What follows belongs to an exercise in optimizing a design on an open flow for small area; a production flow would make more cautious choices.
RTL that was checked went through simulation tests only; none was proved equivalent to the original.
No activity file was given, so power comes from the tool's default toggle rates.

==> run a: inputs <==
==> flow/design.v (excerpt) <==
module pyro_radio_b (
    input  wire          clk,
    input  wire          rst,             
    input  wire          frame_valid,
    input  wire [175:0]  frame,
    input  wire [31:0]   now,             
    output reg           st_valid,        
    output reg  [1:0]    st_code,         
    output reg  [43:0]   ch_off,          
    output reg  [47:0]   mouse,           
    output reg  [15:0]   mbtn_raw,        
    output reg  [15:0]   key_raw,
    output reg  [1:0]    sw_stable,       
    output reg  [6:0]    sw_event,        
    output reg  [31:0]   sw_change_time,  
    output wire [65:0]   btn_event,       
    output wire [21:0]   btn_stable,
    output wire [21:0]   btn_pending,
    output wire [175:0]  btn_repeat,      
    output wire [703:0]  btn_hold_time,   
    output reg           online
);
Settings: LEC_CHECK=0, CAP_MARGIN=20, CORE_MARGIN=2, CORE_UTILIZATION=40, SLEW_MARGIN=20; clock period 15.0 ns.
standard.sh (not shown) runs the stock make flow with config.mk's settings and CLKGATE_MAP_FILE= SYNTH_SCRIPT=/design/flow/synth_recipe.tcl, a recipe that flattens the netlist after the stock synthesis.
==> flow/flow/run.sh <==
#!/bin/bash
# Layout flow: the standard ORFS flow (standard.sh), with these changes to
# how the layout is made:
#  - synthesis is the standard flow's synthesis script with another ABC mapping script
#    (flow/synth.tcl, flow/abc_area.script): an area-recovering mapping
#    without ABC's own buffering and upsizing;
#  - the port buffers that global placement inserts are sky130_fd_sc_hd__buf_1;
#  - clock tree synthesis inserts no dummy loads.
# Each tool's full output goes to the ORFS logs under orfs/logs/, and the make
# output to flow_make.log in this folder.
set -euo pipefail
here=$(pwd)
export FLOW_ABC_SCRIPT="$here/flow/abc_area.script"
export BUFFER_PORTS_ARGS="-buffer_cell sky130_fd_sc_hd__buf_1"
export CTS_ARGS="-sink_clustering_enable -repair_clock_nets -dont_use_dummy_load -sink_clustering_size 20 -sink_clustering_max_diameter 100"
bash standard.sh SYNTH_SCRIPT="$here/flow/synth.tcl" finish > flow_make.log 2>&1
==> flow/flow/abc_area.script <==
&get -n
&st
&dch
&nf
&st
&syn2
&synch2
&nf
&st
&dch
&nf -R 1000
&put
topo
stime -c
==> flow/flow/synth.tcl <==
# The standard flow's synthesis script (synth_recipe.tcl), with ORFS's ABC speed script
# replaced by abc_area.script from this folder: the same Yosys flow and the
# same registers, only the gate mapping of the logic differs.
proc synth {args} { yosys synth -nofsm -noshare {*}$args }
proc abc {args} {
  set i [lsearch -exact $args -script]
  if { $i >= 0 } {
    set args [lreplace $args [expr {$i + 1}] [expr {$i + 1}] $::env(FLOW_ABC_SCRIPT)]
  }
  puts "abc with: $args"
  yosys abc {*}$args
}
source $::env(SCRIPTS_DIR)/synth.tcl
# left out here: clear keep_hierarchy, flatten, clean up, hide names made inside functions, write 1_2_yosys.v
==> inputs of run b, as changes to run a <==
--- a/flow/design.v
+++ b/flow/design.v
@@ -575,13 +575,12 @@
     input  wire        clk,
     input  wire        rst,
     input  wire        eval,
     input  wire        v,
     input  wire        raw_state,      
     input  wire        tick,           
-    input  wire        tick_c,         
     input  wire [31:0] delta_r,        
     output reg  [2:0]  kind,
     output reg         stable_state,
     output reg         pending,
     output reg  [7:0]  repeat_count,
     output reg  [31:0] hold_time
@@ -610,39 +609,25 @@
     wire db_top = &db[3:0];
     wire pr_top = &pr[7:0];
     wire [4:0] db_next = {db[3:0], ~(db[4] ^ db[2]) | db_top};
     wire [8:0] pr_next = {pr[7:0], ~(pr[8] ^ pr[4]) | pr_top};
     wire db_ok  = db_top & (db[4] | tick);    
     wire pr_ok  = pr_top & (pr[8] | tick);    
-    wire [8:0] rep_c;
-    wire [7:0] rep_new;
-    wire       rep_all = &repeat_count;
-    assign rep_c[0] = 1'b1;
-    genvar k;
-    generate
-        for (k = 0; k < 8; k = k + 1) begin : g_rep
-            assign rep_c[k + 1] = rep_c[k] & repeat_count[k];
-            if (k == 0)
-                assign rep_new[k] = ~pending | ~repeat_count[0] | rep_all;
-            else
-                assign rep_new[k] = pending & (repeat_count[k] ^ (rep_c[k] & ~rep_all));
-        end
-    endgenerate
     wire rc      = v ^ raw_state;
     wire accept  = (v ^ stable_state) & ~rc & db_ok;
     wire in_hold = kind[2] & kind[0];
     wire s1 = pending & pr_ok;
     wire s2 = ~s1 & accept & v;
     wire s3 = ~s1 & accept & ~v;
     wire s4 = ~s1 & ~accept & stable_state & in_hold;
     wire s5 = ~s1 & ~accept & stable_state & ~in_hold & pr_ok;
     wire        upd  = eval & s4;               
     wire        keep = ~rst & ~(eval & (s2 | s4 | s5));
     wire [32:0] hc;
     wire [31:0] hsum;
-    assign hc[0] = tick_c;
+    assign hc[0] = tick;
     genvar i;
     generate
         for (i = 0; i < 32; i = i + 1) begin : g_add
             assign hsum[i]   = hold_time[i] ^ delta_r[i] ^ hc[i];
             assign hc[i + 1] = (hold_time[i] & delta_r[i]) | (hc[i] & (hold_time[i] ^ delta_r[i]));
         end
@@ -665,13 +650,13 @@
             kind         <= 3'd0;
             pending      <= 1'b0;
             repeat_count <= 8'd0;
         end else if (eval) begin
             if (s2) begin
                 stable_state <= 1'b1;
-                repeat_count <= rep_new;
+                repeat_count <= pending ? ((&repeat_count) ? 8'd255 : repeat_count + 8'd1) : 8'd1;
             end
             if (s3)
                 stable_state <= 1'b0;
             if (s1 | s2)
                 pending <= 1'b0;
             else if (s3)
@@ -721,39 +706,34 @@
                     (ch3 >= 11'd364) && (ch3 <= 11'd1684);
     wire commit = frame_valid && crc_ok && range_ok && !rst;
     reg         now0_q;
     reg  [31:0] delta_n;                     
     wire [31:0] delta_r = ~delta_n;
     wire        tick = now[0] ^ now0_q;
-    reg         now0_n;
-    wire        tick_c = ~(now[0] ^ now0_n);
     always @(posedge clk) begin
         now0_q <= now[0];
-        now0_n <= ~now[0];
         if (rst)
             delta_n <= ~now;                 
         else if (commit)
             delta_n <= 32'hFFFFFFFF;         
         else
             delta_n <= delta_n - {31'd0, tick};
     end
     always @(posedge clk) begin
+        st_code <= !crc_ok ? 2'd1 : !range_ok ? 2'd2 : 2'd0;
         if (rst) begin
             st_valid       <= 1'b0;
-            st_code        <= 2'd0;
             ch_off         <= 44'd0;
             mouse          <= 48'd0;
             mbtn_raw       <= 16'd0;
             key_raw        <= 16'd0;
             sw_stable      <= 2'd0;
             sw_event       <= 7'd0;
             sw_change_time <= 32'd0;
         end else begin
             st_valid <= frame_valid;
-            if (frame_valid)
-                st_code <= !crc_ok ? 2'd1 : !range_ok ? 2'd2 : 2'd0;
             if (commit) begin
                 ch_off   <= {ch3 ^ 11'h400, ch2 ^ 11'h400, ch1 ^ 11'h400, ch0 ^ 11'h400};
                 mouse    <= frame[8*10 +: 48];
                 mbtn_raw <= {mb1, mb0};
                 key_raw  <= keys;
                 if (gear != sw_stable) begin
@@ -774,13 +754,13 @@
     wire [NBTN-1:0] raws   = {fn_raw, (mbtn_raw[15:8] != 8'd0), (mbtn_raw[7:0] != 8'd0), key_raw};
     genvar g;
     generate
         for (g = 0; g < NBTN; g = g + 1) begin : g_btn
             pyro_btn_entry u_btn (
                 .clk(clk), .rst(rst), .eval(commit), .v(levels[g]), .raw_state(raws[g]),
-                .tick(tick), .tick_c(tick_c), .delta_r(delta_r),
+                .tick(tick), .delta_r(delta_r),
                 .kind(btn_event[3*g +: 3]), .stable_state(btn_stable[g]),
                 .pending(btn_pending[g]), .repeat_count(btn_repeat[8*g +: 8]),
                 .hold_time(btn_hold_time[32*g +: 32]));
         end
     endgenerate
     always @(posedge clk) begin
==> flow/run.sh (new file) <==
#!/bin/bash
# synth_recipe.tcl (not shown) runs the flow's synth.tcl, then flattens the netlist and writes it again
# the make line also repeats each setting of config.mk as NAME=value (left out here)
make -C /OpenROAD-flow-scripts/flow DESIGN_CONFIG=/design/flow/config.mk WORK_HOME=/design/flow/orfs CLKGATE_MAP_FILE= SYNTH_SCRIPT=/design/flow/synth_recipe.tcl finish
- CTS_BUF_LIST: unset -> sky130_fd_sc_hd__clkbuf_4 sky130_fd_sc_hd__clkbuf_8
removed: flow/flow/run.sh
removed: flow/flow/abc_area.script
removed: flow/flow/synth.tcl
removed: flow/standard.sh
==> inputs of run c, as changes to run a <==
--- a/flow/design.v
+++ b/flow/design.v
@@ -575,13 +575,12 @@
     input  wire        clk,
     input  wire        rst,
     input  wire        eval,
     input  wire        v,
     input  wire        raw_state,      
     input  wire        tick,           
-    input  wire        tick_c,         
     input  wire [31:0] delta_r,        
     output reg  [2:0]  kind,
     output reg         stable_state,
     output reg         pending,
     output reg  [7:0]  repeat_count,
     output reg  [31:0] hold_time
@@ -636,13 +635,13 @@
     wire s4 = ~s1 & ~accept & stable_state & in_hold;
     wire s5 = ~s1 & ~accept & stable_state & ~in_hold & pr_ok;
     wire        upd  = eval & s4;               
     wire        keep = ~rst & ~(eval & (s2 | s4 | s5));
     wire [32:0] hc;
     wire [31:0] hsum;
-    assign hc[0] = tick_c;
+    assign hc[0] = tick;
     genvar i;
     generate
         for (i = 0; i < 32; i = i + 1) begin : g_add
             assign hsum[i]   = hold_time[i] ^ delta_r[i] ^ hc[i];
             assign hc[i + 1] = (hold_time[i] & delta_r[i]) | (hc[i] & (hold_time[i] ^ delta_r[i]));
         end
@@ -721,17 +720,14 @@
                     (ch3 >= 11'd364) && (ch3 <= 11'd1684);
     wire commit = frame_valid && crc_ok && range_ok && !rst;
     reg         now0_q;
     reg  [31:0] delta_n;                     
     wire [31:0] delta_r = ~delta_n;
     wire        tick = now[0] ^ now0_q;
-    reg         now0_n;
-    wire        tick_c = ~(now[0] ^ now0_n);
     always @(posedge clk) begin
         now0_q <= now[0];
-        now0_n <= ~now[0];
         if (rst)
             delta_n <= ~now;                 
         else if (commit)
             delta_n <= 32'hFFFFFFFF;         
         else
             delta_n <= delta_n - {31'd0, tick};
@@ -774,13 +770,13 @@
     wire [NBTN-1:0] raws   = {fn_raw, (mbtn_raw[15:8] != 8'd0), (mbtn_raw[7:0] != 8'd0), key_raw};
     genvar g;
     generate
         for (g = 0; g < NBTN; g = g + 1) begin : g_btn
             pyro_btn_entry u_btn (
                 .clk(clk), .rst(rst), .eval(commit), .v(levels[g]), .raw_state(raws[g]),
-                .tick(tick), .tick_c(tick_c), .delta_r(delta_r),
+                .tick(tick), .delta_r(delta_r),
                 .kind(btn_event[3*g +: 3]), .stable_state(btn_stable[g]),
                 .pending(btn_pending[g]), .repeat_count(btn_repeat[8*g +: 8]),
                 .hold_time(btn_hold_time[32*g +: 32]));
         end
     endgenerate
     always @(posedge clk) begin
==> flow/flow/run.sh (replaced) <==
#!/bin/bash
# Layout flow: the standard ORFS flow (standard.sh), with these changes to
# how the layout is made:
#  - synthesis is the standard flow's synthesis script with another ABC mapping script
#    (flow/synth.tcl, flow/abc_area.script): an area-recovering mapping
#    without ABC's own buffering and upsizing;
#  - the port buffers that global placement inserts are sky130_fd_sc_hd__buf_1;
#  - clock tree synthesis inserts no dummy loads and clusters up to 24
#    flip-flops within 120 um per leaf buffer.
# Each tool's full output goes to the ORFS logs under orfs/logs/, and the make
# output to flow_make.log in this folder.
set -euo pipefail
here=$(pwd)
export FLOW_ABC_SCRIPT="$here/flow/abc_area.script"
export BUFFER_PORTS_ARGS="-buffer_cell sky130_fd_sc_hd__buf_1"
export CTS_ARGS="-sink_clustering_enable -repair_clock_nets -dont_use_dummy_load -sink_clustering_size 24 -sink_clustering_max_diameter 120"
bash standard.sh SYNTH_SCRIPT="$here/flow/synth.tcl" finish > flow_make.log 2>&1
==> flow/flow/abc_area.script (replaced) <==
&get -n
&st
&dch
&nf
&st
&syn2
&synch2
&nf
&st
&dch
&nf -R 1000
&st
&dch -f
&nf -R 1000 -p
&put
topo
stime -c
- CORE_UTILIZATION: 40 -> 50
==> inputs of run d, as changes to run a <==
--- a/flow/design.v
+++ b/flow/design.v
@@ -575,13 +575,12 @@
     input  wire        clk,
     input  wire        rst,
     input  wire        eval,
     input  wire        v,
     input  wire        raw_state,      
     input  wire        tick,           
-    input  wire        tick_c,         
     input  wire [31:0] delta_r,        
     output reg  [2:0]  kind,
     output reg         stable_state,
     output reg         pending,
     output reg  [7:0]  repeat_count,
     output reg  [31:0] hold_time
@@ -610,39 +609,25 @@
     wire db_top = &db[3:0];
     wire pr_top = &pr[7:0];
     wire [4:0] db_next = {db[3:0], ~(db[4] ^ db[2]) | db_top};
     wire [8:0] pr_next = {pr[7:0], ~(pr[8] ^ pr[4]) | pr_top};
     wire db_ok  = db_top & (db[4] | tick);    
     wire pr_ok  = pr_top & (pr[8] | tick);    
-    wire [8:0] rep_c;
-    wire [7:0] rep_new;
-    wire       rep_all = &repeat_count;
-    assign rep_c[0] = 1'b1;
-    genvar k;
-    generate
-        for (k = 0; k < 8; k = k + 1) begin : g_rep
-            assign rep_c[k + 1] = rep_c[k] & repeat_count[k];
-            if (k == 0)
-                assign rep_new[k] = ~pending | ~repeat_count[0] | rep_all;
-            else
-                assign rep_new[k] = pending & (repeat_count[k] ^ (rep_c[k] & ~rep_all));
-        end
-    endgenerate
     wire rc      = v ^ raw_state;
     wire accept  = (v ^ stable_state) & ~rc & db_ok;
     wire in_hold = kind[2] & kind[0];
     wire s1 = pending & pr_ok;
     wire s2 = ~s1 & accept & v;
     wire s3 = ~s1 & accept & ~v;
     wire s4 = ~s1 & ~accept & stable_state & in_hold;
     wire s5 = ~s1 & ~accept & stable_state & ~in_hold & pr_ok;
     wire        upd  = eval & s4;               
     wire        keep = ~rst & ~(eval & (s2 | s4 | s5));
     wire [32:0] hc;
     wire [31:0] hsum;
-    assign hc[0] = tick_c;
+    assign hc[0] = tick;
     genvar i;
     generate
         for (i = 0; i < 32; i = i + 1) begin : g_add
             assign hsum[i]   = hold_time[i] ^ delta_r[i] ^ hc[i];
             assign hc[i + 1] = (hold_time[i] & delta_r[i]) | (hc[i] & (hold_time[i] ^ delta_r[i]));
         end
@@ -665,13 +650,13 @@
             kind         <= 3'd0;
             pending      <= 1'b0;
             repeat_count <= 8'd0;
         end else if (eval) begin
             if (s2) begin
                 stable_state <= 1'b1;
-                repeat_count <= rep_new;
+                repeat_count <= pending ? ((&repeat_count) ? 8'd255 : repeat_count + 8'd1) : 8'd1;
             end
             if (s3)
                 stable_state <= 1'b0;
             if (s1 | s2)
                 pending <= 1'b0;
             else if (s3)
@@ -721,39 +706,34 @@
                     (ch3 >= 11'd364) && (ch3 <= 11'd1684);
     wire commit = frame_valid && crc_ok && range_ok && !rst;
     reg         now0_q;
     reg  [31:0] delta_n;                     
     wire [31:0] delta_r = ~delta_n;
     wire        tick = now[0] ^ now0_q;
-    reg         now0_n;
-    wire        tick_c = ~(now[0] ^ now0_n);
     always @(posedge clk) begin
         now0_q <= now[0];
-        now0_n <= ~now[0];
         if (rst)
             delta_n <= ~now;                 
         else if (commit)
             delta_n <= 32'hFFFFFFFF;         
         else
             delta_n <= delta_n - {31'd0, tick};
     end
     always @(posedge clk) begin
+        st_code <= !crc_ok ? 2'd1 : !range_ok ? 2'd2 : 2'd0;
         if (rst) begin
             st_valid       <= 1'b0;
-            st_code        <= 2'd0;
             ch_off         <= 44'd0;
             mouse          <= 48'd0;
             mbtn_raw       <= 16'd0;
             key_raw        <= 16'd0;
             sw_stable      <= 2'd0;
             sw_event       <= 7'd0;
             sw_change_time <= 32'd0;
         end else begin
             st_valid <= frame_valid;
-            if (frame_valid)
-                st_code <= !crc_ok ? 2'd1 : !range_ok ? 2'd2 : 2'd0;
             if (commit) begin
                 ch_off   <= {ch3 ^ 11'h400, ch2 ^ 11'h400, ch1 ^ 11'h400, ch0 ^ 11'h400};
                 mouse    <= frame[8*10 +: 48];
                 mbtn_raw <= {mb1, mb0};
                 key_raw  <= keys;
                 if (gear != sw_stable) begin
@@ -774,13 +754,13 @@
     wire [NBTN-1:0] raws   = {fn_raw, (mbtn_raw[15:8] != 8'd0), (mbtn_raw[7:0] != 8'd0), key_raw};
     genvar g;
     generate
         for (g = 0; g < NBTN; g = g + 1) begin : g_btn
             pyro_btn_entry u_btn (
                 .clk(clk), .rst(rst), .eval(commit), .v(levels[g]), .raw_state(raws[g]),
-                .tick(tick), .tick_c(tick_c), .delta_r(delta_r),
+                .tick(tick), .delta_r(delta_r),
                 .kind(btn_event[3*g +: 3]), .stable_state(btn_stable[g]),
                 .pending(btn_pending[g]), .repeat_count(btn_repeat[8*g +: 8]),
                 .hold_time(btn_hold_time[32*g +: 32]));
         end
     endgenerate
     always @(posedge clk) begin
--- a/flow/flow/run.sh
+++ b/flow/flow/run.sh
@@ -9,8 +9,8 @@
 # Each tool's full output goes to the ORFS logs under orfs/logs/, and the make
 # output to flow_make.log in this folder.
 set -euo pipefail
 here=$(pwd)
 export FLOW_ABC_SCRIPT="$here/flow/abc_area.script"
 export BUFFER_PORTS_ARGS="-buffer_cell sky130_fd_sc_hd__buf_1"
-export CTS_ARGS="-sink_clustering_enable -repair_clock_nets -dont_use_dummy_load -sink_clustering_size 20 -sink_clustering_max_diameter 100"
+export CTS_ARGS="-sink_clustering_enable -repair_clock_nets -dont_use_dummy_load -sink_clustering_size 30 -sink_clustering_max_diameter 100"
 bash standard.sh SYNTH_SCRIPT="$here/flow/synth.tcl" finish > flow_make.log 2>&1
==> qor summary <==
Result of the run: run a complete, no violations; run d complete, no violations; run b complete, no violations; run c complete, no violations
Footprint of the multi-input gates: run a 43560 um^2; run d 44630 um^2; run b 46830 um^2; run c 42850 um^2
Post-route met1 wirelength: run a 119400 um; run d 128800 um; run b 137000 um; run c 112600 um
Die Area: run a 187100 um^2; run d 189200 um^2; run b 199300 um^2; run c 148300 um^2
Syn avg cell area: run a 10.33 um^2; run d 10.33 um^2; run b 10.30 um^2; run c 10.64 um^2
Highest clock frequency the design can meet: run a 67.72 MHz; run d 67.75 MHz; run b 68.44 MHz; run c 67.61 MHz
Design Power: run a 8.729 mW; run d 8.519 mW; run b 10.66 mW; run c 8.610 mW
Share of cells above drive strength 1: run a 7.243%; run d 7.993%; run b 13.41%; run c 8.066%
WL/cell: run a 28.00 um; run d 28.77 um; run b 30.10 um; run c 30.05 um
Highest net fanout along the worst path: run a 5; run d 5; run b 7; run c 11
Cell count along the critical path: run a 41; run d 40; run b 41; run c 39
Reported net switching power: run a 2.773 mW; run d 2.801 mW; run b 3.206 mW; run c 2.816 mW
Nonclk inv count: run a 164; run d 156; run b 159; run c 142
Comb power frac: run a 24.0%; run d 26.2%; run b 21.1%; run c 25.7%
Post-Synthesis Cells: run a 7112; run d 7189; run b 7597; run c 6823
Biggest power consumer among the groups: run a sequential cells; run d sequential cells; run b clock; run c sequential cells
Relative contribution of sequential cells to total power: run a 47.5%; run d 48.6%; run b 38.9%; run c 48.7%
Static Leakage: run a 31.41 nW; run d 30.74 nW; run b 38.23 nW; run c 31.00 nW
Post-Place Cell Area: run a 82530 um^2; run d 83520 um^2; run b 95420 um^2; run c 81050 um^2
Relative contribution of the clock network to total power: run a 28.5%; run d 25.2%; run b 40.0%; run c 25.6%
Number of buffers and inverters on the critical path: run a 5; run d 6; run b 7; run c 6
Data required time at the worst endpoint: run a 15660 ps; run d 15630 ps; run b 15900 ps; run c 15600 ps
Final critical-path required period: run a 14770 ps; run d 14760 ps; run b 14610 ps; run c 14790 ps
Count of routing violations after the opening detailed-route iteration: run a 5384; run d 6389; run b 5814; run c 5651
The RTL of run a was laid out without a check of its function.

## separate check: timing with driven ports
The flow's constraints put no driver on any port. The routed layouts listed below were extracted and timed again, unchanged, in two steps.
Step 1 assumes that a clkbuf_16 drives the clock port and a buf_2 every other input.
Step 2 adds t to the input delays and takes it off the output delays; t is the mean of the earliest and latest rising clock arrival at the registers after step 1. Input paths then give back, and output paths get back, about the clock's delay inside the block.
a / b / c = ideal / step 1 / step 2; a / b = the first two.
| run | t (ns) | setup WS [ns] | worst hold slack (ns) | worst register clock-pin slew, ns | worst data-port slew with drivers (ns) |
|---|---|---|---|---|---|
| run a | 0.794 | 0.233 / 0.295 / -0.499 | 0.441 / 0.441 / 0.441 | 0.09 / 0.09 | 0.28 |
| run b | 1.098 | 0.388 / 0.454 / -0.644 | 0.446 / 0.446 / 0.446 | 0.07 / 0.07 | 0.27 |
| run c | 0.780 | 0.210 / 0.278 / -0.502 | 0.439 / 0.439 / 0.439 | 0.11 / 0.11 | 0.19 |
| run d | 0.794 | 0.239 / 0.306 / -0.488 | 0.437 / 0.437 / 0.437 | 0.13 / 0.13 | 0.19 |
Met with ideal ports but missed after step 2: setup timing in every run listed. For run b, which loses most, drivers alone change the setup slack by +0.066 ns; drivers and shift together by -1.032 ns.
